From an optimization exercise on the open Yosys and OpenROAD flow, aimed at small area, a short achievable clock period and few clock cycles; shortcuts taken in it are not production practice. The RTL of this run was laid out without a check of its function. Power and IR drop assume default switching activity.

<file path="design/flow/design.v">
module jtlvi_core (
  input             clk,
  input             rst,         
  input             bus_valid,
  input             bus_we,
  input      [7:0]  bus_addr,
  input      [31:0] bus_wdata,
  output reg        rsp_valid,
  output reg [31:0] rsp_rdata,
  output reg        rsp_err,
  output reg        irq
);
  localparam [31:0] ID_VALUE  = 32'hD40E0100;
  localparam [5:0] R_ID = 6'h00, R_PARAM = 6'h01, R_CTRL = 6'h02, R_STATUS = 6'h03,
                   R_CMD = 6'h04, R_ERRCODE = 6'h05, R_ERRINFO0 = 6'h06,
                   R_ERRINFO1 = 6'h07, R_ERRINFO2 = 6'h08, R_ACC = 6'h09,
                   R_CKFEED = 6'h0A, R_MEMADDR = 6'h0B, R_MEMDATA8 = 6'h0C,
                   R_MEMDATA32 = 6'h0D, R_RESULT0 = 6'h18, R_RESULT1 = 6'h19,
                   R_RESULT2 = 6'h1A;
  localparam [5:0] E_BAD_COMMAND = 6'h01, E_BOUNDS = 6'h02, E_OVERLAP = 6'h03,
                   E_TAG_RANGE = 6'h10, E_TAG_RESERVED = 6'h11, E_VALUE_LENGTH = 6'h12,
                   E_VALUE_BOUNDS = 6'h13, E_VALUE_OVERLAP = 6'h14, E_OVERFLOW = 6'h15,
                   E_DEC_SHORT = 6'h20, E_DEC_MAGIC = 6'h21, E_DEC_CHECKSUM = 6'h22,
                   E_DEC_TRUNC_HEADER = 6'h23, E_DEC_TRUNC_VALUE = 6'h24,
                   E_DEC_CAPACITY = 6'h25;
  localparam [3:0] S_IDLE = 4'd0, S_DISP = 4'd1, S_CS = 4'd2, S_CSW = 4'd3,
                   S_DCK = 4'd4, S_DCHK = 4'd5, S_DW0 = 4'd6, S_DW1 = 4'd7,
                   S_DFIN = 4'd8, S_EV = 4'd9, S_ESZ1 = 4'd10, S_ESZ2 = 4'd11,
                   S_EM = 4'd12, S_CSW1 = 4'd13, S_DCKW = 4'd14, S_CSW2 = 4'd15;
  localparam [3:0] I_HDR = 4'd0, I_D0 = 4'd1, I_D1 = 4'd2, I_V0 = 4'd3, I_V1 = 4'd4,
                   I_V = 4'd5, I_SCAN = 4'd6, I_SNOP = 4'd7, I_SD0 = 4'd8,
                   I_SNOP2 = 4'd9, I_SV0 = 4'd10, I_TAIL = 4'd11, I_NX = 4'd12,
                   I_STOP = 4'd13;
  localparam [3:0] K_NONE = 4'd0, K_HDR = 4'd1, K_VADDR = 4'd2, K_TV = 4'd3,
                   K_VLVA = 4'd4, K_VAL = 4'd5, K_SCAN = 4'd6, K_TRL = 4'd7,
                   K_PAT = 4'd8, K_ZPAD = 4'd9, K_CKW = 4'd10;
  localparam [3:0] X_HOLD = 4'd0, X_ZERO = 4'd1,
                   X0_CMD = 4'd2, X0_K = 4'd3, X0_A1 = 4'd4, X0_CK = 4'd5, X0_INC = 4'd6,
                   X0_OFF = 4'd7, X0_TOT = 4'd8, X0_EIDX = 4'd9,
                   X2_A1 = 4'd2, X2_T12 = 4'd3, X2_A3 = 4'd4, X2_A6 = 4'd5, X2_RDL = 4'd6,
                   X2_D40E = 4'd7, X2_S = 4'd8, X2_RDA = 4'd9, X2_FLAGS = 4'd10, X2_WL = 4'd11,
                   X2_RDB = 4'd12;
  localparam [4:0] Y_HOLD = 5'd0, Y_ZERO = 5'd1,
                   X1_A0 = 5'd2, X1_A2 = 5'd3, X1_A5 = 5'd4, X1_K = 5'd5, X1_A1 = 5'd6,
                   X1_RDH = 5'd7, X1_CK = 5'd8, X1_DREM = 5'd9, X1_A3 = 5'd10, X1_OFF = 5'd11,
                   X1_RDA = 5'd12, X1_TOT = 5'd13, X1_P = 5'd14, X1_WT = 5'd15, X1_RDB = 5'd16;
  localparam [2:0] W_NONE = 3'd0, W_END0 = 3'd1, W_END1 = 3'd2, W_TH = 3'd3, W_TV = 3'd4,
                   W_CAP = 3'd5;
  reg        ctrl_ie;
  reg        st_busy, st_done, st_busyacc, st_rangeacc;
  reg [31:0] cmd_r;
  reg [5:0]  errcode;
  reg [31:0] x0, x1, x2;
  reg [15:0] acc;
  reg [31:0] mem_addr;
  reg [31:0] a0, a1, a2, a3, a4, a5, a6;
  wire [7:0] opc = cmd_r[7:0];
  reg        op_cs, op_en, op_de;   
  wire       f0  = cmd_r[8];
  wire       f1  = cmd_r[9];
  wire       rsv_ok = (cmd_r[31:10] == 22'd0);
  function [15:0] cstep(input [15:0] a, input [7:0] b);
    cstep = {a[0], a[15:1]} + {8'd0, b};
  endfunction
  reg        pf_v;
  reg [7:0]  pf_b;
  wire [15:0] acc_fed = cstep(acc, pf_b);
  wire [15:0] acc_eff = pf_v ? acc_fed : acc;
  reg        hw_v, hw_4;
  reg [7:0]  hw_a;
  reg [31:0] hw_d;
  reg [7:0]  ew_a;
  reg [63:0] ew_d;
  reg [3:0]  ew_n;
  reg        ew_wr;         
  reg        ew_ck;         
  reg        ew_ckw;        
  reg [7:0]  cs_b1;
  reg [10:0] cs_p2;
  reg [11:0] cs_p3;
  reg [12:0] cs_p4;
  reg [13:0] cs_p5;
  reg [14:0] cs_p6;
  reg [15:0] cs_p7;
  reg [16:0] cs_p8;
  reg [8:0]  cs_sel;        
  reg        cs_ck;         
  reg        cs_ckw;        
  reg [7:0] m0 [0:31];
  reg [7:0] m1 [0:31];
  reg [7:0] m2 [0:31];
  reg [7:0] m3 [0:31];
  reg [7:0] m4 [0:31];
  reg [7:0] m5 [0:31];
  reg [7:0] m6 [0:31];
  reg [7:0] m7 [0:31];
  reg  [3:0]  state;
  reg  [7:0]  pa;
  reg  [4:0]  pw1;           
  reg  [63:0] rd;            
  wire [4:0]  pw  = pa[7:3];
  wire [2:0]  pl  = pa[2:0];
  wire [4:0]  ix0 = (pl > 3'd0) ? pw1 : pw;
  wire [4:0]  ix1 = (pl > 3'd1) ? pw1 : pw;
  wire [4:0]  ix2 = (pl > 3'd2) ? pw1 : pw;
  wire [4:0]  ix3 = (pl > 3'd3) ? pw1 : pw;
  wire [4:0]  ix4 = (pl > 3'd4) ? pw1 : pw;
  wire [4:0]  ix5 = (pl > 3'd5) ? pw1 : pw;
  wire [4:0]  ix6 = (pl > 3'd6) ? pw1 : pw;
  wire [4:0]  ix7 = pw;
  reg  [7:0]  ld0, ld1, ld2, ld3, ld4, ld5, ld6, ld7;
  integer e;
  always @* begin
    ld0 = 8'd0; ld1 = 8'd0; ld2 = 8'd0; ld3 = 8'd0;
    ld4 = 8'd0; ld5 = 8'd0; ld6 = 8'd0; ld7 = 8'd0;
    for (e = 0; e < 32; e = e + 1) begin
      if (ix0 == e) ld0 = ld0 | m0[e];
      if (ix1 == e) ld1 = ld1 | m1[e];
      if (ix2 == e) ld2 = ld2 | m2[e];
      if (ix3 == e) ld3 = ld3 | m3[e];
      if (ix4 == e) ld4 = ld4 | m4[e];
      if (ix5 == e) ld5 = ld5 | m5[e];
      if (ix6 == e) ld6 = ld6 | m6[e];
      if (ix7 == e) ld7 = ld7 | m7[e];
    end
  end
  wire [63:0] lanes = {ld0, ld1, ld2, ld3, ld4, ld5, ld6, ld7};
  wire [127:0] lanes2 = {lanes, lanes};
  wire [63:0] win = lanes2[127 - 8 * pl -: 64];
  wire [7:0]  wp_a = hw_v ? hw_a : cs_ckw ? a2[7:0] + 8'd2 : ew_a;
  wire [63:0] wp_d = hw_v ? (hw_4 ? {hw_d, 32'd0} : {hw_d[7:0], 56'd0}) :
                     cs_ckw ? {ck, 48'd0} : ew_d;
  wire [3:0]  wp_n = hw_v ? (hw_4 ? 4'd4 : 4'd1) : cs_ckw ? 4'd2 : ew_wr ? ew_n : 4'd0;
  wire [4:0]  ww  = wp_a[7:3];
  wire [4:0]  ww1 = wp_a[7:3] + 5'd1;
  wire [127:0] wd2 = {wp_d, wp_d};
  wire [63:0] wrot = wd2[63 + 8 * wp_a[2:0] -: 64];    
  reg  [7:0]  lwe;
  integer L;
  reg [2:0] bi;
  always @* begin
    for (L = 0; L < 8; L = L + 1) begin
      bi = L[2:0] - wp_a[2:0];
      lwe[L] = ({1'b0, bi} < wp_n);
    end
  end
  wire [4:0] wa0 = (wp_a[2:0] > 3'd0) ? ww1 : ww;
  wire [4:0] wa1 = (wp_a[2:0] > 3'd1) ? ww1 : ww;
  wire [4:0] wa2 = (wp_a[2:0] > 3'd2) ? ww1 : ww;
  wire [4:0] wa3 = (wp_a[2:0] > 3'd3) ? ww1 : ww;
  wire [4:0] wa4 = (wp_a[2:0] > 3'd4) ? ww1 : ww;
  wire [4:0] wa5 = (wp_a[2:0] > 3'd5) ? ww1 : ww;
  wire [4:0] wa6 = (wp_a[2:0] > 3'd6) ? ww1 : ww;
  wire [4:0] wa7 = ww;
  always @(posedge clk) begin
    if (lwe[0]) m0[wa0] <= wrot[63:56];
    if (lwe[1]) m1[wa1] <= wrot[55:48];
    if (lwe[2]) m2[wa2] <= wrot[47:40];
    if (lwe[3]) m3[wa3] <= wrot[39:32];
    if (lwe[4]) m4[wa4] <= wrot[31:24];
    if (lwe[5]) m5[wa5] <= wrot[23:16];
    if (lwe[6]) m6[wa6] <= wrot[15:8];
    if (lwe[7]) m7[wa7] <= wrot[7:0];
  end
  wire [5:0] widx    = bus_addr[7:2];
  wire       aligned = (bus_addr[1:0] == 2'b00);
  wire       mapped  = (widx <= R_MEMDATA32) || (widx >= 6'h10 && widx <= 6'h16) ||
                       (widx >= R_RESULT0 && widx <= R_RESULT2);
  wire bw = bus_valid && bus_we && !rst;
  wire br = bus_valid && !bus_we && !rst;
  wire wr_ctrl    = bw && (bus_addr == 8'h08);
  wire wr_status  = bw && (bus_addr == 8'h0C);
  wire wr_cmd     = bw && (bus_addr == 8'h10);
  wire wr_acc     = bw && (bus_addr == 8'h24);
  wire wr_ckfeed  = bw && (bus_addr == 8'h28);
  wire wr_memaddr = bw && (bus_addr == 8'h2C);
  wire wr_md8     = bw && (bus_addr == 8'h30);
  wire wr_md32    = bw && (bus_addr == 8'h34);
  wire rd_md8     = br && (bus_addr == 8'h30);
  wire rd_md32    = br && (bus_addr == 8'h34);
  wire [6:0] wr_arg;
  assign wr_arg[0] = bw && (bus_addr == 8'h40);
  assign wr_arg[1] = bw && (bus_addr == 8'h44);
  assign wr_arg[2] = bw && (bus_addr == 8'h48);
  assign wr_arg[3] = bw && (bus_addr == 8'h4C);
  assign wr_arg[4] = bw && (bus_addr == 8'h50);
  assign wr_arg[5] = bw && (bus_addr == 8'h54);
  assign wr_arg[6] = bw && (bus_addr == 8'h58);
  wire wr_gated = wr_cmd || wr_acc || wr_ckfeed || wr_memaddr || wr_md8 || wr_md32 ||
                  (wr_arg != 7'd0);
  wire ma_hi0  = (mem_addr[31:8] == 24'd0);
  wire m8_inr  = ma_hi0;
  wire m32_inr = ma_hi0 && !(mem_addr[7:2] == 6'h3F && mem_addr[1:0] != 2'd0);
  wire srst = wr_ctrl && bus_wdata[1];
  wire errz = (errcode == 6'd0);
  wire m8_ok  = !st_busy && m8_inr;
  wire m32_ok = !st_busy && m32_inr;
  wire [31:0] mdata8  = {24'd0, win[63:56] & {8{m8_ok}}};
  wire [31:0] mdata32 = win[63:32] & {32{m32_ok}};
  wire xres = errz && !st_busy;
  reg [31:0] rg0, rg1, rg2, rg3, rg4, rg5, rg6, rdata;
  always @* begin
    case (bus_addr[3:2])
      2'd0: rg0 = ID_VALUE;
      2'd1: rg0 = 32'd8;
      2'd2: rg0 = {31'd0, ctrl_ie};
      default: rg0 = {27'd0, st_rangeacc, st_busyacc, !errz, st_done, st_busy};
    endcase
    case (bus_addr[3:2])
      2'd0: rg1 = cmd_r;
      2'd1: rg1 = {26'd0, errcode};
      2'd2: rg1 = errz ? 32'd0 : x0;
      default: rg1 = errz ? 32'd0 : x1;
    endcase
    case (bus_addr[3:2])
      2'd0: rg2 = errz ? 32'd0 : x2;
      2'd1: rg2 = {16'd0, acc_eff};
      2'd2: rg2 = 32'd0;
      default: rg2 = mem_addr;
    endcase
    case (bus_addr[3:2])
      2'd0: rg3 = mdata8;
      2'd1: rg3 = mdata32;
      default: rg3 = 32'd0;
    endcase
    case (bus_addr[3:2])
      2'd0: rg4 = a0;
      2'd1: rg4 = a1;
      2'd2: rg4 = a2;
      default: rg4 = a3;
    endcase
    case (bus_addr[3:2])
      2'd0: rg5 = a4;
      2'd1: rg5 = a5;
      2'd2: rg5 = a6;
      default: rg5 = 32'd0;
    endcase
    case (bus_addr[3:2])
      2'd0: rg6 = xres ? x0 : 32'd0;
      2'd1: rg6 = xres ? x1 : 32'd0;
      2'd2: rg6 = xres ? x2 : 32'd0;
      default: rg6 = 32'd0;
    endcase
    case (bus_addr[7:4])
      4'h0: rdata = rg0;
      4'h1: rdata = rg1;
      4'h2: rdata = rg2;
      4'h3: rdata = rg3;
      4'h4: rdata = rg4;
      4'h5: rdata = rg5;
      4'h6: rdata = rg6;
      default: rdata = 32'd0;
    endcase
  end
  always @(posedge clk) begin
    if (rst) begin
      rsp_valid <= 1'b0;
      rsp_rdata <= 32'd0;
      rsp_err   <= 1'b0;
    end else begin
      rsp_valid <= bus_valid;
      rsp_err   <= bus_valid && !(aligned && mapped);
      rsp_rdata <= (br && aligned) ? rdata : 32'd0;
    end
  end
  function le256(input [31:0] v);
    le256 = (v[31:9] == 23'd0) && !(v[8] && (v[7:0] != 8'd0));
  endfunction
  function inb(input [31:0] b, input lz, input lle, input [8:0] l9);
    inb = lz || (le256(b) && lle && ({1'b0, b[8:0]} + {1'b0, l9} <= 10'd256));
  endfunction
  function ovl(input [8:0] b1, input lz1, input [8:0] l1, input [8:0] b2, input lz2, input [8:0] l2);
    ovl = !lz1 && !lz2 && ({1'b0, b1} < {1'b0, b2} + {1'b0, l2}) &&
          ({1'b0, b2} < {1'b0, b1} + {1'b0, l1});
  endfunction
  wire a1z = (a1 == 32'd0), a3z = (a3 == 32'd0), a6z = (a6 == 32'd0);
  wire a1t_le = (a1[31:5] == 27'd0) && (a1[4:0] <= 5'd21);
  wire a3t_le = (a3[31:5] == 27'd0) && (a3[4:0] <= 5'd21);
  wire [8:0] a1t = {a1[4:0], 3'b000} + {1'b0, a1[4:0], 2'b00};
  wire [8:0] a3t = {a3[4:0], 3'b000} + {1'b0, a3[4:0], 2'b00};
  reg c_a0a1, c_a0t1, c_a2a3, c_a2t3, c_a5a6, c_oe1, c_oe2, c_od, c_lt4;
  always @(posedge clk) begin
    c_a0a1 <= !inb(a0, a1z, le256(a1), a1[8:0]);
    c_a0t1 <= !inb(a0, a1z, a1t_le, a1t);
    c_a2a3 <= !inb(a2, a3z, le256(a3), a3[8:0]);
    c_a2t3 <= !inb(a2, a3z, a3t_le, a3t);
    c_a5a6 <= !inb(a5, a6z, le256(a6), a6[8:0]);
    c_oe1  <= ovl(a0[8:0], a1z, a1t, a2[8:0], a3z, a3[8:0]);
    c_oe2  <= ovl(a5[8:0], a6z, a6[8:0], a2[8:0], a3z, a3[8:0]);
    c_od   <= ovl(a0[8:0], a1z, a1[8:0], a2[8:0], a3z, a3t);
    c_lt4  <= (a1 < 32'd4);
  end
  wire [31:0] tx = opc[0] ? a3 : a1;
  wire [32:0] t12s = {1'b0, tx[28:0], 3'b000} + {1'b0, tx[29:0], 2'b00};
  wire [31:0] t12 = ((tx[31:29] != 3'd0) || t12s[32]) ? 32'hFFFFFFFF : t12s[31:0];
  reg [15:0] ck;
  reg [8:0]  cnt;           
  reg        first;         
  reg [8:0]  off;           
  reg [8:0]  rem;           
  reg [8:0]  sbase;         
  reg [23:0] prv;           
  reg        wk_act;        
  reg [2:0]  wk_ev;         
  reg [31:0] wtl;           
  reg [8:0]  hp;            
  reg [5:0]  jrec;
  reg [8:0]  hlen;
  reg [1:0]  wc;            
  reg [4:0]  eidx;          
  reg [5:0]  wrem;          
  reg [5:0]  ev_err;        
  reg [12:0] elen;
  reg        vlz, vlle;
  reg [8:0]  vl9;
  reg        et;            
  reg [12:0] em;            
  reg [3:0]  iph;
  reg [3:0]  rk, rkd;       
  reg [3:0]  rkn, rknd;     
  reg [7:0]  wa;            
  reg [7:0]  dp;            
  reg [4:0]  rcnt;          
  reg [7:0]  iva;           
  reg [8:0]  ivr;           
  reg [8:0]  crem;          
  reg [8:0]  prem;          
  reg [8:0]  pwr;           
  reg [7:0]  pra;           
  reg        a6r;           
  reg        tflag;         
  reg [4:0]  si;
  reg [7:0]  sa;
  reg [4:0]  cs_idx;
  reg [7:0]  cs_d;
  reg        found, have_last;
  reg [20:0] best, last;
  reg [7:0]  bd;
  wire [16:0] y1 = {1'b0, ck} + {8'd0, cs_b1, 1'b0};
  wire [16:0] y2 = {1'b0, ck} + {6'd0, cs_p2};
  wire [16:0] y3 = {1'b0, ck} + {5'd0, cs_p3};
  wire [16:0] y4 = {1'b0, ck} + {4'd0, cs_p4};
  wire [16:0] y5 = {1'b0, ck} + {3'd0, cs_p5};
  wire [16:0] y6 = {1'b0, ck} + {2'd0, cs_p6};
  wire [16:0] y7 = {1'b0, ck} + {1'd0, cs_p7};
  wire [17:0] y8 = {2'b0, ck} + {1'b0, cs_p8};
  wire g1 = y1[1] ^ y1[16], g2 = y2[2] ^ y2[16], g3 = y3[3] ^ y3[16], g4 = y4[4] ^ y4[16];
  wire g5 = y5[5] ^ y5[16], g6 = y6[6] ^ y6[16];
  wire c1 = ck[0];
  wire k1 = c1;                         
  wire k2 = c1 & g1;
  wire k3 = c1 & g1 & g2;
  wire k4 = c1 & g1 & g2 & g3;
  wire k5 = c1 & g1 & g2 & g3 & g4;
  wire k6 = c1 & g1 & g2 & g3 & g4 & g5;
  wire k7 = c1 & g1 & g2 & g3 & g4 & g5 & g6;
  wire c2 = y1[1] ^ (y1[16] & k1);
  wire c3 = y2[2] ^ (y2[16] & k2);
  wire c4 = y3[3] ^ (y3[16] & k3);
  wire c5 = y4[4] ^ (y4[16] & k4);
  wire c6 = y5[5] ^ (y5[16] & k5);
  wire c7 = y6[6] ^ (y6[16] & k6);
  wire c8 = y7[7] ^ (y7[16] & k7);
  wire       t1 = y1[16] ^ c1;
  wire [1:0] t2 = {1'b0, y2[16]} + {c2, c1};
  wire [2:0] t3 = {2'b0, y3[16]} + {c3, c2, c1};
  wire [3:0] t4 = {3'b0, y4[16]} + {c4, c3, c2, c1};
  wire [4:0] t5 = {4'b0, y5[16]} + {c5, c4, c3, c2, c1};
  wire [5:0] t6 = {5'b0, y6[16]} + {c6, c5, c4, c3, c2, c1};
  wire [6:0] t7 = {6'b0, y7[16]} + {c7, c6, c5, c4, c3, c2, c1};
  wire [7:0] t8 = {6'b0, y8[17:16]} + {c8, c7, c6, c5, c4, c3, c2, c1};
  reg  [15:0] ck_nx;
  always @*
    ck_nx = ({16{cs_sel[1]}} & {t1, y1[15:1]}) | ({16{cs_sel[2]}} & {t2, y2[15:2]}) |
            ({16{cs_sel[3]}} & {t3, y3[15:3]}) | ({16{cs_sel[4]}} & {t4, y4[15:4]}) |
            ({16{cs_sel[5]}} & {t5, y5[15:5]}) | ({16{cs_sel[6]}} & {t6, y6[15:6]}) |
            ({16{cs_sel[7]}} & {t7, y7[15:7]}) | ({16{cs_sel[8]}} & {t8, y8[15:8]}) |
            ({16{cs_sel[0]}} & ck);
  wire [3:0]  sn8 = (cnt >= 9'd8) ? 4'd8 : {1'b0, cnt[2:0]};
  wire [3:0]  sn4 = (cnt >= 9'd4) ? 4'd4 : {1'b0, cnt[2:0]};
  wire        slast8 = (cnt <= 9'd8);
  wire        slast4 = (cnt <= 9'd4);
  wire [3:0]  vn = (crem >= 9'd8) ? 4'd8 : {1'b0, crem[2:0]};
  wire [20:0] skey = {rd[47:32], cs_idx};
  wire        scond = (!have_last || skey > last) && (!found || skey < best);
  wire [20:0] best_nx = scond ? skey : best;
  reg  [63:0] em_d;
  reg  [3:0]  em_n;
  always @* begin
    em_d = 64'd0;
    em_n = 4'd0;
    case (rkd)
      K_HDR:  begin em_d = {32'hD40E0000, 32'd0}; em_n = 4'd4; end
      K_TV:   begin em_d = {rd[47:32], rd[15:0], 32'd0}; em_n = 4'd4; end
      K_VLVA: begin em_d = {best[20:5], rd[47:32], 32'd0}; em_n = 4'd4; end
      K_VAL:  begin em_d = rd; em_n = vn; end
      K_TRL:  begin em_d = {32'hFFFF0000, 32'd0}; em_n = 4'd4; end
      K_PAT:  begin
        em_n = rknd;
        if (a6[8:0] == 9'd1)      em_d = {8{rd[63:56]}};
        else if (a6[8:0] == 9'd2) em_d = {4{rd[63:48]}};
        else if (a6[8:0] == 9'd4) em_d = {2{rd[63:32]}};
        else                      em_d = rd;
      end
      K_ZPAD: begin em_d = 64'd0; em_n = rknd; end
      default: ;
    endcase
  end
  wire [3:0] prem8 = (prem >= 9'd8) ? 4'd8 : {1'b0, prem[2:0]};
  wire [3:0] pwr8  = (pwr >= 9'd8) ? 4'd8 : {1'b0, pwr[2:0]};
  wire [3:0] pcap  = a6r ? 4'd8 : pwr8;
  wire [3:0] pn    = (prem8 < pcap) ? prem8 : pcap;
  wire        a4nz  = (a4 != 32'd0);
  wire        a4big = (a4[31:13] != 19'd0);
  wire        enc_t = f1 || (a4nz && (a4big || (elen < a4[12:0])));
  wire        usep  = a4nz && (a4big || (em < a4[12:0]));
  wire [31:0] enc_tot = usep ? a4 : {19'd0, em};
  wire        enc_ovf = usep ? (a4 > a3) : ({19'd0, em} > a3);
  wire [8:0]  enc_p = usep ? (a4[8:0] - em[8:0]) : 9'd0;
  wire [8:0]  drem  = rem;                       
  wire        d_end = (rem == 9'd0);
  wire        d_th  = (rem < 9'd4);
  wire [8:0]  drem4 = drem - 9'd4;
  wire        d_cap = (a3 == {26'd0, x0[5:0]});
  wire [55:0] wwin = {prv, rd[63:32]};
  reg  [31:0] hdr;
  always @*
    case (off[1:0])
      2'd1: hdr = wwin[55:24];
      2'd2: hdr = wwin[47:16];
      2'd3: hdr = wwin[39:8];
      default: hdr = wwin[31:0];
    endcase
  wire        h_due = wk_act && (off <= sbase);
  wire        h_tv  = ({7'd0, drem4} < hdr[15:0]);
  wire [31:0] wA = rd[63:32], wB = rd[31:0];
  wire        bval = (wrem >= 6'd2);
  wire [5:0]  tag_err_A = (wA[31:16] != 16'd0) ? E_TAG_RANGE :
                          (wA[15:0] == 16'hFFFF) ? E_TAG_RESERVED : 6'd0;
  wire [5:0]  tag_err_B = (wB[31:16] != 16'd0) ? E_TAG_RANGE :
                          (wB[15:0] == 16'hFFFF) ? E_TAG_RESERVED : 6'd0;
  wire [5:0]  len_err_A = (wA[31:16] != 16'd0) ? E_VALUE_LENGTH : 6'd0;
  wire [5:0]  len_err_B = (wB[31:16] != 16'd0) ? E_VALUE_LENGTH : 6'd0;
  wire        lzA = (wA == 32'd0), lleA = le256(wA);
  wire [5:0]  adr_err_A = !inb(wA, vlz, vlle, vl9) ? E_VALUE_BOUNDS :
                          ovl(wA[8:0], vlz, vl9, a2[8:0], a3z, a3[8:0]) ? E_VALUE_OVERLAP : 6'd0;
  wire [5:0]  adr_err_B = !inb(wB, lzA, lleA, wA[8:0]) ? E_VALUE_BOUNDS :
                          ovl(wB[8:0], lzA, wA[8:0], a2[8:0], a3z, a3[8:0]) ? E_VALUE_OVERLAP : 6'd0;
  wire [5:0]  errA = (wc == 2'd0) ? tag_err_A : (wc == 2'd1) ? len_err_A : adr_err_A;
  wire [5:0]  errB = !bval ? 6'd0 : (wc == 2'd0) ? len_err_B : (wc == 2'd1) ? adr_err_B : tag_err_B;
  reg        ie_n, done_n;  
  reg [7:0]  pa_n;          
  reg [4:0]  pw1_n;         
  reg [3:0]  xs0, xs2;      
  reg [4:0]  xs1;           
  reg [2:0]  kv0;           
  reg        kv1;           
  reg        sb;            
  reg [4:0]  xe;            
  reg [63:0] st_d;          
  reg [3:0]  st_n;
  reg        st_wr, st_ck, st_ckw;
  reg [7:0]  st_a;
  reg [10:0] sp2;
  reg [11:0] sp3;
  reg [12:0] sp4, sq34;
  reg [13:0] sp5;
  reg [14:0] sp6, sq56;
  reg [15:0] sp7;
  reg [16:0] sp8, sq78;
  always @(posedge clk) begin
    ie_n = ctrl_ie; done_n = st_done;
    pa_n = pa;
    pw1_n = pw1;
    xs0 = X_HOLD; xs1 = X_HOLD; xs2 = X_HOLD;
    kv0 = 3'd0; kv1 = 1'b0; sb = 1'b0; xe = 5'd0;
    st_d = 64'd0; st_n = 4'd0; st_wr = 1'b0; st_ck = 1'b0; st_ckw = 1'b0; st_a = wa;
    hw_v <= 1'b0;
      if (pf_v) acc <= acc_fed;
      pf_v <= 1'b0;
      if (wr_ctrl) ie_n = bus_wdata[0];
      if (wr_status) begin
        if (bus_wdata[1]) done_n = 1'b0;
        if (bus_wdata[3]) st_busyacc  <= 1'b0;
        if (bus_wdata[4]) st_rangeacc <= 1'b0;
      end
      if (st_busy && (wr_gated || rd_md8 || rd_md32)) st_busyacc <= 1'b1;
      if (!st_busy) begin
        if (wr_cmd) begin
          cmd_r   <= bus_wdata;
          op_cs   <= (bus_wdata[7:0] == 8'h01) && (bus_wdata[31:10] == 22'd0) && !bus_wdata[9];
          op_en   <= (bus_wdata[7:0] == 8'h02) && (bus_wdata[31:10] == 22'd0);
          op_de   <= (bus_wdata[7:0] == 8'h03) && (bus_wdata[31:8] == 24'd0);
          done_n  = 1'b0;
          errcode <= 6'd0;
          st_busy <= 1'b1;
          state   <= S_DISP;
          setpa(a0[7:0]);
        end
        if (wr_acc)    acc <= bus_wdata[15:0];
        if (wr_ckfeed) begin pf_v <= 1'b1; pf_b <= bus_wdata[7:0]; end
        if (wr_memaddr) begin
          mem_addr <= bus_wdata;
          setpa(bus_wdata[7:0]);
        end
        if (wr_md8 || rd_md8) begin
          if (m8_inr) begin
            mem_addr <= {23'd0, mem_addr[8:0] + 9'd1};
            setpa(mem_addr[7:0] + 8'd1);
          end else st_rangeacc <= 1'b1;
        end
        if (wr_md32 || rd_md32) begin
          if (m32_inr) begin
            mem_addr <= {23'd0, mem_addr[8:0] + 9'd4};
            setpa(mem_addr[7:0] + 8'd4);
          end else st_rangeacc <= 1'b1;
        end
        if (wr_md8 && m8_inr) begin
          hw_v <= 1'b1; hw_4 <= 1'b0; hw_a <= mem_addr[7:0]; hw_d <= bus_wdata;
        end
        if (wr_md32 && m32_inr) begin
          hw_v <= 1'b1; hw_4 <= 1'b1; hw_a <= mem_addr[7:0]; hw_d <= bus_wdata;
        end
        if (wr_arg[0]) a0 <= bus_wdata;
        if (wr_arg[1]) a1 <= bus_wdata;
        if (wr_arg[2]) a2 <= bus_wdata;
        if (wr_arg[3]) a3 <= bus_wdata;
        if (wr_arg[4]) a4 <= bus_wdata;
        if (wr_arg[5]) a5 <= bus_wdata;
        if (wr_arg[6]) a6 <= bus_wdata;
      end
      rd   <= win;
      rkd  <= rk;
      rknd <= rkn;
      case (state)
        S_IDLE: ;
        S_DISP: begin
          xs0 = X_ZERO; xs1 = X_ZERO; xs2 = X_ZERO;
          setpa(pa + 8'd8);
          if (op_cs) begin
            if (c_a0a1) begin
              kv0 = 3'd1; fail(E_BOUNDS, X0_K, X1_A0, X2_A1);
            end else begin
              cnt   <= a1[8:0];
              state <= a1z ? S_CSW : S_CS;    
            end
          end else if (op_en) begin
            if (c_a0t1) begin
              kv0 = 3'd2; fail(E_BOUNDS, X0_K, X1_A0, X2_T12);
            end else if (c_a2a3) begin
              kv0 = 3'd3; fail(E_BOUNDS, X0_K, X1_A2, X2_A3);
            end else if (c_a5a6) begin
              kv0 = 3'd4; fail(E_BOUNDS, X0_K, X1_A5, X2_A6);
            end else if (c_oe1) begin
              kv0 = 3'd2; fail(E_OVERLAP, X0_K, X1_K, X_ZERO);
            end else if (c_oe2) begin
              kv0 = 3'd4; fail(E_OVERLAP, X0_K, X1_K, X_ZERO);
            end else begin
              wc     <= 2'd0;
              eidx   <= 5'd0;
              wrem   <= {1'b0, a1[4:0]} + {a1[4:0], 1'b0};    
              ev_err <= 6'd0;
              elen   <= 13'd4;
              state  <= a1z ? S_ESZ1 : S_EV;
            end
          end else if (op_de) begin
            setpa(pa + 8'd4);
            if (c_a0a1) begin
              kv0 = 3'd6; fail(E_BOUNDS, X0_K, X1_A0, X2_A1);
            end else if (c_a2t3) begin
              kv0 = 3'd7; fail(E_BOUNDS, X0_K, X1_A2, X2_T12);
            end else if (c_od) begin
              kv0 = 3'd6; kv1 = 1'b1; fail(E_OVERLAP, X0_K, X1_K, X_ZERO);
            end else if (c_lt4)
              fail(E_DEC_SHORT, X0_A1, X_ZERO, X_ZERO);
            else begin
              cnt   <= a1[8:0];
              first <= 1'b1;
              off   <= 9'd4;
              rem   <= a1[8:0] - 9'd4;
              sbase <= 9'd0;
              wk_act <= 1'b1;
              wk_ev <= W_NONE;
              state <= S_DCK;
            end
          end else begin
            fail(E_BAD_COMMAND, X0_CMD, X_ZERO, X_ZERO);
          end
        end
        S_CS: begin
          cnt  <= cnt - {5'd0, sn8};
          setpa(pa + 8'd8);
          st_d = rd; st_n = sn8; st_ck = 1'b1;
          if (slast8) state <= S_CSW1;
        end
        S_CSW1: state <= S_CSW2;
        S_CSW2: state <= S_CSW;
        S_CSW: begin
          acc <= ck;
          xs0 = X0_CK; xs1 = X1_A1;
          finish();
        end
        S_DCK: begin
          first <= 1'b0;
          if (first) begin
            xs1 = X1_RDH;                        
            xs2 = X2_RDL;                        
          end
          cnt <= cnt - {5'd0, sn4};
          st_d = {first ? {rd[63:48], 16'd0} : rd[63:32], 32'd0}; st_n = sn4; st_ck = 1'b1;
          sbase <= sbase + 9'd4;
          prv   <= rd[55:32];
          if (h_due) begin
            if (d_end) begin
              wk_act <= 1'b0; wk_ev <= W_END0;
            end else if (d_th) begin
              wk_act <= 1'b0; wk_ev <= W_TH;
            end else if (hdr[31:16] == 16'hFFFF) begin
              wk_act <= 1'b0; wk_ev <= W_END1;
            end else if (h_tv) begin
              wk_act <= 1'b0; wk_ev <= W_TV; wtl <= hdr;
            end else if (d_cap) begin
              wk_act <= 1'b0; wk_ev <= W_CAP;
            end else begin
              xs0 = X0_INC;
              off <= off + 9'd4 + hdr[8:0];
              rem <= rem - 9'd4 - hdr[8:0];
            end
          end
          if (slast4) begin
            setpa(a0[7:0] + 8'd4);
            state <= S_DCKW;
          end else
            setpa(pa + 8'd4);
        end
        S_DCKW: begin
          first <= 1'b1;                         
          if (first) state <= S_DCHK;
        end
        S_DCHK: begin
          if (x1[15:0] != 16'hD40E)
            fail(E_DEC_MAGIC, X_ZERO, X_HOLD, X2_D40E);
          else if (ck != x2[15:0])
            fail(E_DEC_CHECKSUM, X_ZERO, X1_CK, X_HOLD);
          else if (wk_act ? !d_end : (wk_ev == W_TH))
            fail(E_DEC_TRUNC_HEADER, X0_OFF, X1_DREM, X_ZERO);
          else if (!wk_act && wk_ev == W_TV)
            fail(E_DEC_TRUNC_VALUE, X0_OFF, X1_WT, X2_WL);
          else if (!wk_act && wk_ev == W_CAP)
            fail(E_DEC_CAPACITY, X0_OFF, X1_A3, X_ZERO);
          else
            end_pass0(!wk_act && wk_ev == W_END1);
        end
        S_DW0: begin
          st_d = {16'd0, rd[63:48], 16'd0, rd[47:32]}; st_n = 4'd8; st_wr = 1'b1;
          hlen  <= rd[40:32];
          pa_n  = hp[7:0] + rd[39:32];
          pw1_n = (hp[7:0] + 8'd8 + rd[39:32]) >> 3;
          state <= S_DW1;
        end
        S_DW1: begin
          st_d = {23'd0, hp, 32'd0}; st_n = 4'd4; st_wr = 1'b1;
          hp   <= hp + 9'd4 + hlen;
          jrec <= jrec + 6'd1;
          state <= (jrec + 6'd1 == x0[5:0]) ? S_DFIN : S_DW0;
        end
        S_DFIN: begin
          acc <= ck;
          finish();
        end
        S_EV: begin
          if (ev_err != 6'd0)
            fail(ev_err, X_HOLD, X_HOLD, X_HOLD);
          else begin
            setpa(pa + 8'd8);
            wrem <= wrem - 6'd2;
            ev_err <= (errA != 6'd0) ? errA : errB;
            xe = (errA != 6'd0 || wc != 2'd2) ? eidx : eidx + 5'd1;
            xs0 = X0_EIDX;
            case (wc)
              2'd0: begin                        
                xs1 = X1_RDA;
                xs2 = (errA != 6'd0) ? X_ZERO : X2_RDB;
                vlz  <= (wB == 32'd0);
                vlle <= le256(wB);
                vl9  <= wB[8:0];
                wc   <= 2'd2;
              end
              2'd1: begin                        
                xs2 = (errA != 6'd0) ? X2_RDA : X2_RDB;
                vlz  <= lzA;
                vlle <= lleA;
                vl9  <= wA[8:0];
                if (bval) begin
                  elen <= elen + 13'd4 + {4'd0, wA[8:0]};
                  eidx <= eidx + 5'd1;
                end
                wc   <= 2'd0;
              end
              default: begin                     
                xs1 = (errA != 6'd0) ? X_HOLD : X1_RDB;
                xs2 = (errA != 6'd0) ? X2_RDA : X_ZERO;
                elen <= elen + 13'd4 + {4'd0, vl9};
                eidx <= eidx + 5'd1;
                wc   <= 2'd1;
              end
            endcase
            if (wrem <= 6'd2) state <= S_ESZ1;
          end
        end
        S_ESZ1: begin
          if (ev_err != 6'd0)
            fail(ev_err, X_HOLD, X_HOLD, X_HOLD);
          else begin
            et    <= enc_t;
            em    <= elen + (enc_t ? 13'd4 : 13'd0);
            state <= S_ESZ2;
          end
        end
        S_ESZ2: begin
          if (enc_ovf)
            fail(E_OVERFLOW, X_ZERO, X1_TOT, X2_A3);
          else begin
            xs0 = X0_TOT; xs1 = X1_P; xs2 = X2_FLAGS;
            wa    <= a2[7:0];
            iph   <= I_HDR;
            rk    <= K_NONE;
            rkd   <= K_NONE;
            rcnt  <= 5'd0;
            dp    <= a0[7:0];
            have_last <= 1'b0;
            tflag <= et;
            prem  <= enc_p;
            pwr   <= a6[8:0];
            pra   <= a5[7:0];
            a6r   <= a6z || (a6[8:0] == 9'd1) || (a6[8:0] == 9'd2) || (a6[8:0] == 9'd4);
            si    <= 5'd0;
            sa    <= a0[7:0];
            state <= S_EM;
          end
        end
        S_EM: begin
          case (rkd)
            K_TV:   crem <= rd[8:0];
            K_VLVA: crem <= rd[40:32];
            K_VAL:  crem <= crem - {5'd0, vn};
            K_SCAN: begin
              if (scond) begin
                best  <= skey;
                bd    <= cs_d;
                found <= 1'b1;
              end
            end
            default: ;
          endcase
          if (rkd == K_SCAN) begin
            cs_idx <= cs_idx + 5'd1;
            cs_d   <= cs_d + 8'd12;
          end else begin
            cs_idx <= 5'd0;
            cs_d   <= a0[7:0];
            found  <= 1'b0;
          end
          if (rkd == K_CKW) begin
            st_ckw = 1'b1;
          end else begin
            st_d = em_d; st_n = em_n; st_wr = 1'b1; st_ck = 1'b1;
          end
          if (cs_ckw) begin
            acc <= ck;
            finish();
          end
          rk  <= K_NONE;
          rkn <= 4'd0;
          case (iph)
            I_HDR: begin
              rk  <= K_HDR;
              iph <= a1z ? I_TAIL : f0 ? I_SCAN : I_D0;
            end
            I_D0: begin setpa(dp + 8'd8); rk <= K_VADDR; iph <= I_D1; end
            I_D1: begin setpa(dp);        rk <= K_TV;    iph <= I_V0; end
            I_V0: begin
              setpa(rd[39:32]);
              rk  <= K_VAL;
              iva <= rd[39:32] + 8'd8;
              iph <= I_V1;
            end
            I_V1: begin
              if (rd[8:0] > 9'd8) begin
                setpa(iva);
                rk  <= K_VAL;
                iva <= iva + 8'd8;
                ivr <= rd[8:0] - 9'd16;
                iph <= (rd[8:0] > 9'd16) ? I_V : I_NX;
              end else
                start_next();
            end
            I_V: begin
              setpa(iva);
              rk  <= K_VAL;
              iva <= iva + 8'd8;
              ivr <= ivr - 9'd8;
              if (ivr <= 9'd8) iph <= I_NX;
            end
            I_NX: start_next();
            I_SCAN: begin
              setpa(sa);
              rk <= K_SCAN;
              sa <= sa + 8'd12;
              si <= si + 5'd1;
              if (si + 5'd1 == a1[4:0]) iph <= I_SNOP;
            end
            I_SNOP: iph <= I_SD0;
            I_SD0: begin
              pa_n  = scond ? (cs_d + 8'd4) : (bd + 8'd4);
              pw1_n = scond ? ((cs_d + 8'd12) >> 3) : ((bd + 8'd12) >> 3);
              rk <= K_VLVA;
              last <= best_nx;
              have_last <= 1'b1;
              iph <= I_SNOP2;
            end
            I_SNOP2: iph <= I_SV0;
            I_SV0: begin
              if (rd[40:32] != 9'd0) begin
                setpa(rd[7:0]);
                rk  <= K_VAL;
                iva <= rd[7:0] + 8'd8;
                ivr <= rd[40:32] - 9'd8;
                iph <= (rd[40:32] > 9'd8) ? I_V : I_NX;
              end else
                start_next();
            end
            I_TAIL: tail_issue();
            default: ;
          endcase
        end
        default: state <= S_IDLE;
      endcase
    if (rst || srst) begin
      ie_n        = 1'b0;
      st_busy     <= 1'b0;
      done_n      = 1'b0;
      st_busyacc  <= 1'b0;
      st_rangeacc <= 1'b0;
      cmd_r       <= 32'd0;
      errcode     <= 6'd0;
      xs0 = X_ZERO; xs1 = X_ZERO; xs2 = X_ZERO;
      acc         <= 16'd0;
      pf_v        <= 1'b0;
      mem_addr    <= 32'd0;
      a0 <= 32'd0; a1 <= 32'd0; a2 <= 32'd0; a3 <= 32'd0;
      a4 <= 32'd0; a5 <= 32'd0; a6 <= 32'd0;
      state       <= S_IDLE;
      setpa(8'd0);
    end
    ctrl_ie <= ie_n;
    st_done <= done_n;
    irq     <= ie_n & done_n;
    pa  <= pa_n;
    pw1 <= pw1_n;
    sp2  = {2'b00, ew_d[63:56], 1'b0} + {1'b0, ew_d[55:48], 2'b00};
    sq34 = {1'b0, ew_d[47:40], 3'b000} + {ew_d[39:32], 4'b0000};
    sq56 = {1'b0, ew_d[31:24], 5'd0} + {ew_d[23:16], 6'd0};
    sq78 = {1'b0, ew_d[15:8], 7'd0} + {ew_d[7:0], 8'd0};
    sp3  = {1'b0, sp2} + {1'b0, ew_d[47:40], 3'b000};
    sp4  = {2'b00, sp2} + sq34;
    sp5  = {1'b0, sp4} + {1'b0, ew_d[31:24], 5'd0};
    sp6  = {2'b00, sp4} + sq56;
    sp7  = {1'b0, sp6} + {1'b0, ew_d[15:8], 7'd0};
    sp8  = {2'b00, sp6} + sq78;
    ew_a   <= st_a;
    ew_d   <= st_d;
    ew_n   <= st_n;
    ew_wr  <= st_wr;
    ew_ck  <= st_ck;
    ew_ckw <= st_ckw;
    cs_b1  <= ew_d[63:56];
    cs_p2  <= sp2;
    cs_p3  <= sp3;
    cs_p4  <= sp4;
    cs_p5  <= sp5;
    cs_p6  <= sp6;
    cs_p7  <= sp7;
    cs_p8  <= sp8;
    cs_sel <= 9'd1 << ew_n;
    cs_ck  <= ew_ck;
    cs_ckw <= ew_ckw;
    if (st_wr) wa <= wa + {4'd0, st_n};
    if (cs_ck) ck <= ck_nx;
    if (!rst && !srst && state == S_DISP) ck <= (op_cs && f0) ? acc : 16'd0;
    if (!rst && !srst && state == S_ESZ2) ck <= 16'd0;
    case (xs0)
      X_ZERO:  x0 <= 32'd0;
      X0_CMD:  x0 <= cmd_r;
      X0_K:    x0 <= {29'd0, kv0};
      X0_A1:   x0 <= a1;
      X0_CK:   x0 <= {16'd0, ck};
      X0_INC:  x0 <= x0 + 32'd1;
      X0_OFF:  x0 <= {23'd0, off};
      X0_TOT:  x0 <= enc_tot;
      X0_EIDX: x0 <= {27'd0, xe};
      default: ;
    endcase
    case (xs1)
      X_ZERO:  x1 <= 32'd0;
      X1_A0:   x1 <= a0;
      X1_A2:   x1 <= a2;
      X1_A5:   x1 <= a5;
      X1_K:    x1 <= kv1 ? 32'd7 : 32'd3;
      X1_A1:   x1 <= a1;
      X1_RDH:  x1 <= {16'd0, rd[63:48]};
      X1_CK:   x1 <= {16'd0, ck};
      X1_DREM: x1 <= {23'd0, drem};
      X1_A3:   x1 <= a3;
      X1_OFF:  x1 <= {23'd0, off};
      X1_RDA:  x1 <= wA;
      X1_TOT:  x1 <= enc_tot;
      X1_P:    x1 <= {23'd0, enc_p};
      X1_WT:   x1 <= {16'd0, wtl[31:16]};
      X1_RDB:  x1 <= wB;
      default: ;
    endcase
    case (xs2)
      X_ZERO:   x2 <= 32'd0;
      X2_A1:    x2 <= a1;
      X2_T12:   x2 <= t12;
      X2_A3:    x2 <= a3;
      X2_A6:    x2 <= a6;
      X2_RDL:   x2 <= {16'd0, rd[47:32]};
      X2_D40E:  x2 <= 32'h0000D40E;
      X2_S:     x2 <= {31'd0, sb};
      X2_RDA:   x2 <= wA;
      X2_FLAGS: x2 <= {30'd0, et & !f1, et};
      X2_WL:    x2 <= {16'd0, wtl[15:0]};
      X2_RDB:   x2 <= wB;
      default: ;
    endcase
  end
  task fail(input [5:0] code, input [3:0] s0, input [4:0] s1, input [3:0] s2);
    begin
      errcode <= code;
      xs0     = s0;
      xs1     = s1;
      xs2     = s2;
      finish();
    end
  endtask
  task setpa(input [7:0] x);
    begin
      pa_n  = x;
      pw1_n = x[7:3] + 5'd1;
    end
  endtask
  task finish;
    begin
      st_busy <= 1'b0;
      done_n  = 1'b1;
      state   <= S_IDLE;
      setpa(mem_addr[7:0]);
    end
  endtask
  task end_pass0(input s);
    begin
      xs1 = X1_OFF;
      xs2 = X2_S;
      sb  = s;
      if (x0[5:0] == 6'd0) begin
        acc <= ck;
        finish();
      end else begin
        hp    <= a0[8:0] + 9'd8;
        jrec  <= 6'd0;
        wa    <= a2[7:0];
        state <= S_DW0;
      end
    end
  endtask
  task start_next;
    begin
      if (rcnt + 5'd1 == a1[4:0]) begin
        iph <= I_TAIL;
        tail_issue();
      end else begin
        rcnt <= rcnt + 5'd1;
        if (f0) begin
          setpa(a0[7:0]);
          rk  <= K_SCAN;
          sa  <= a0[7:0] + 8'd12;
          si  <= 5'd1;
          iph <= I_SCAN;
        end else begin
          setpa(dp + 8'd20);
          rk  <= K_VADDR;
          dp  <= dp + 8'd12;
          iph <= I_D1;
        end
      end
    end
  endtask
  task tail_issue;
    begin
      if (tflag) begin
        rk    <= K_TRL;
        tflag <= 1'b0;
      end else if (prem == 9'd0) begin
        rk  <= K_CKW;
        iph <= I_STOP;
      end else begin
        rk   <= a6z ? K_ZPAD : K_PAT;
        setpa(pra);
        rkn  <= pn;
        prem <= prem - {5'd0, pn};
        if (!a6r) begin
          if (pwr == {5'd0, pn}) begin
            pwr <= a6[8:0];
            pra <= a5[7:0];
          end else begin
            pwr <= pwr - {5'd0, pn};
            pra <= pra + {4'd0, pn};
          end
        end
      end
    end
  endtask
endmodule
</file>
<file path="design/flow/flow/run.sh">
#!/bin/bash
set -euo pipefail
bash standard.sh SETUP_SLACK_MARGIN=9.0 ABC_CLOCK_PERIOD_IN_PS=4500 finish > standard_flow.log 2>&1
</file>
<file path="design/flow/standard.sh">
#!/bin/bash
# synth_recipe.tcl (not shown) runs the flow's synth.tcl, then flattens the netlist and writes it again
# the make line also repeats each setting of config.mk as NAME=value (left out here)
make -C /OpenROAD-flow-scripts/flow DESIGN_CONFIG=/design/flow/config.mk WORK_HOME=/design/flow/orfs CLKGATE_MAP_FILE= SYNTH_SCRIPT=/design/flow/synth_recipe.tcl "${@:-finish}"
</file>
<file path="design/flow/config.mk">
export PLATFORM = sky130hd
export DESIGN_NAME = jtlvi_core
export DESIGN_NICKNAME = jtlvi_core
export VERILOG_FILES = /design/flow/design.v
export SDC_FILE = /design/flow/constraint.sdc
export NUM_CORES = 8
export LEC_CHECK = 0
export CAP_MARGIN = 30
export CORE_MARGIN = 2
export CORE_UTILIZATION = 28
export PLACE_DENSITY = 0.45
export SLEW_MARGIN = 30
</file>
<file path="design/flow/constraint.sdc">
create_clock -name core_clock -period 14.0 [get_ports {clk}]
set_input_delay 2.8000 -clock core_clock [delete_from_list [all_inputs] [get_ports {clk}]]
set_output_delay 2.8000 -clock core_clock [all_outputs]
set_load 0.01 [all_outputs]
</file>
==> flow_metrics.tcl <==
set metrics [dict create \
    overflow 0 \
    cts_tree "yes" \
    min_period_ns 6.16 \
    ios 79 \
    setup_tns_ns 0 \
    finalSetupViolations 0 \
    drt_first_pass_iters 12 \
    dp_hpwl_mm 660 \
    drive_gt1_share_pct 17.9 \
    synth_area_leaders "edfxtp_1 (45%), dfxtp_1 (7.4%), ha_1 (4.6%)" \
    num_rows 286 \
    antenna_found_initial 125 \
    yosysTopAreaCellShare_pct 44.7 \
    die_w_um 783 \
    drc 0 \
    hold_violations 0 \
    synthCells 16100 \
    crit_arrival_ns 7.11 \
    grt_pass1_wl_mm 1230 \
    clkPwrFrac_pct 48.0 \
    synth.net_count 16800 \
    cts-root-buf "clkbuf_16" \
    status "no timing/DRC/antenna violations" \
    vdd_drop_max_mv 0.100 \
    vias 151000 \
    cp_slowest_cell "fa_1" \
    fin_area_sq_um 206000 \
    hold_path_depth 0 \
    power_mw 20.6 \
    post-route-period-util_pct 44.0 \
    critPathLaunchType "flop" \
    drt-initial-drc-count 24200 \
    min_to "cs_ckw" \
    synth_flop_cell "edfxtp_1" \
    post_drt_wl_per_cell_um 37.1 \
    maxSlewViolCount 0 \
    clockBufferDepth 4 \
    cts.sinks 3162 \
    area_growth_pct 20.8 \
    rr_worst_depth 28 \
    r2r_slack_ns 7.84 \
    yosysMostFrequentCell "edfxtp_1" \
    rsz0062_at_grt "true" \
    seqPwrFrac_pct 48.9 \
    worst_pin_slew_ns 1.29 \
    maxSlewHeadroom_pct 14.0 \
    grt_usage_pct 28.7 \
    combPwrFrac_pct 3.1 \
    finalNetCount 17300 \
    p_int_mw 15.8 \
    ys_ff_latch 3162 \
    via_per_inst 6.05 \
    slowest_delay_ns 0.49 \
    synth_common_cells "edfxtp_1 (2535), nand2_1 (1791), a21oi_1 (1107)" \
    path_clk_slew_ns 0.06 \
    r2r-end "cs_p8[15]" \
    place.gp.congestion 1.01 \
    clk_latency_ns 1.07 \
    synth_area_leader_cell "edfxtp_1" \
    synth_area_sq_um 170000 \
    totalWireLength_mm 929 \
    die_h_um 783 \
    p_sw_mw 4.82 \
    place_area_sq_um 185000 \
    required_ns 14.95 \
    synth_edf_count 2535 \
    initial_core_util_pct 28.1 \
    swShare_pct 23.4 \
    async_flop_share_pct 0 \
    dieArea_sq_um 614000 \
    hold_class "flop to flop" \
    hp-start "ew_ckw" \
    p_leak_nw 69.4 \
    critical_path_class "flop to flop" \
    htree_levels 5 \
    ys_warn_count 1 \
    yosysSeqAreaShare_pct 52.1 \
    stdcell_count 25000 \
    finalClockSkew_ns 0.0742 \
    max_freq_mhz 162 \
    grt_start_max_net_pins 149 \
    dp.cells 23900 \
    cts_inserted_buffers 361 \
    max_cap_viol_count 0 \
    syn_area_per_cell_sq_um 10.6 \
    timing.rr.start "ew_d[48]" \
    coreArea_sq_um 606000 \
    synth.distinct_cells 115 \
    drtAntennaViolNets 0 \
    path_max_fanout 3 \
    power_density_nw_per_um2 100 \
    end_kind "flop" \
    grt_pass1_vias 139000 \
    numPortBuffers 78 \
]
==> cells by family (layout without fill, tap and decap cells) <==
| group | Yosys count | in the layout | share of synthesized area, % |
|---|---|---|---|
| compound gates | 4395 | 4396 | 17.6 |
| xor+xnor | 544 | 544 | 2.82 |
| fa+ha+maj | 696 | 696 | 5.40 |
| buf+inv | 1593 | 2408 | 3.64 |
| flops | 3162 | 3162 | 52.1 |
| mux | 594 | 595 | 4.20 |
| other cells | 2 | 56 | 0.00441 |
| simple gates | 5071 | 5083 | 14.2 |
==> how the worst max path moves through the flow <==
stage	start	to	slack [ns]	cells after the start
after global placement	rst	x1[10]	5.77	14
final	ew_d[48]	cs_p8[15]	7.84	28
after floorplan	bus_addr[0]	x2[0]	8.09	10
after CTS	ew_d[48]	cs_p8[15]	7.84	31
after global routing	ew_d[48]	cs_p8[15]	7.58	31
after detailed placement	rst	x0[1]	6.18	15
==> per-stage QoR <==
step                      hold slack (ns)  util (%)  setup slack (ns)
final                               0.329      33.9              7.84
after detailed placement            0.314      30.5              6.18
after CTS                           0.330      33.3              7.84
after global placement              0.320      30.5              5.77
after floorplan                     0.310         -              8.09
after global routing                0.343      33.9              7.58
==> registers in the layout (all words and copies together), names as in the netlist, 64 cells and up <==
register and flops:
ew_d 64, rd 64, m1 256, m7 256
m2 256, m5 256, m0 256, m3 256
m4 256, m6 256
==> power groups by stage <==
stage	Combinational, mW	Clock, mW	Sequential (mW)
floorplan	0.250	0	10.3
global placement	0.547	0	10.3
detailed placement	0.547	0	10.3
CTS	0.577	9.98	10.1
global route	0.628	10.3	10.1
finish	0.630	9.90	10.1
==> cell type report <==
class / instances / area, sq um
antenna: 54 / 135
clock buffer: 472 / 9940
clock inverter: 198 / 2000
fill: 61000 / 400000
inverter: 513 / 1940
multi-input combinational: 11300 / 81300
sequential: 3162 / 88800
tap: 8064 / 10100
timing repair buffer: 1225 / 11300
==> per-layer routing <==
layer  wire length (um)  GRT usage (%)  share of wire [%]  vias up
li1                   -              -                  -    62500
met1             387000           40.0                 42    76900
met2             373000           40.0                 40     9753
met3             107000           7.88                 12     2027
met4              61300           15.7                6.6       35
met5                275              0              0.030        -
==> worst max-delay path, delay by kind of cell, from the launching register on <==
family / cells / cell delay [ns]
AOI/OAI and AO/OA: 7 / 1.07
xor gates and xnor gates: 4 / 0.77
adders and majority gates: 10 / 3.39
buffers and inverters: 7 / 0.47
DFF: 1 / 0.36
==> cell usage in the layout, fill, tap and decap left out, types with 108 or more instances in the layout <==
master / instances
xor2_1: 210
edfxtp_1: 2535
a21oi_1: 1019
inv_1: 478
nand4_1: 333
o21ai_0: 710
clkbuf_16: 391
mux2_2: 133
a221oi_1: 155
mux2i_1: 313
a22o_1: 132
nor2_2: 116
nand2b_1: 108
ha_1: 593
a22oi_1: 412
a21o_1: 222
nor2_1: 874
a211oi_1: 109
buf_4: 918
dfxtp_1: 554
nor4_1: 134
nor3_1: 195
xnor2_1: 297
nand2_1: 1749
buf_6: 122
nand3_1: 572
a222oi_1: 186
and3_1: 177
==> repair_timing <==
action / CTS / global route
gates resized for setup: 777 / 427
setup buffers: 175 / 144
cloned: 19 / 27
endpoints found under the hold margin: 0 / 0
setup endpoints to repair: 2487 / 1520
pin swaps: 136 / 207
hold buffers: 0 / 0

-- re-timing with driven ports --
The results above use ideal ports. As a check the final layout listed here was re-extracted and re-timed, cells and wires unchanged.
Step 1 (the two cells are an assumption about what drives the block):
set clk [get_ports {clk}]
set_driving_cell -lib_cell sky130_fd_sc_hd__clkbuf_16 $clk
set_driving_cell -lib_cell sky130_fd_sc_hd__buf_2 [delete_from_list [all_inputs] $clk]
Step 2 also shifts input and output timing later by t, the mid clock arrival at the registers, as if the neighbouring blocks saw the same clock.
a / b / c = ideal / step 1 / step 2; a / b = the first two.
shift t [ns]: 1.179
setup slack, ns: 7.840 / 7.840 / 7.315
worst setup path at the end: input to register
clock arrival spread, ns: 0.093 / 0.092
worst register clock-pin slew, ns: 0.08 / 0.08
After both steps setup and hold are still met in this run. For this run, drivers alone change the setup slack by 0.000 ns; drivers and shift together by -0.525 ns.
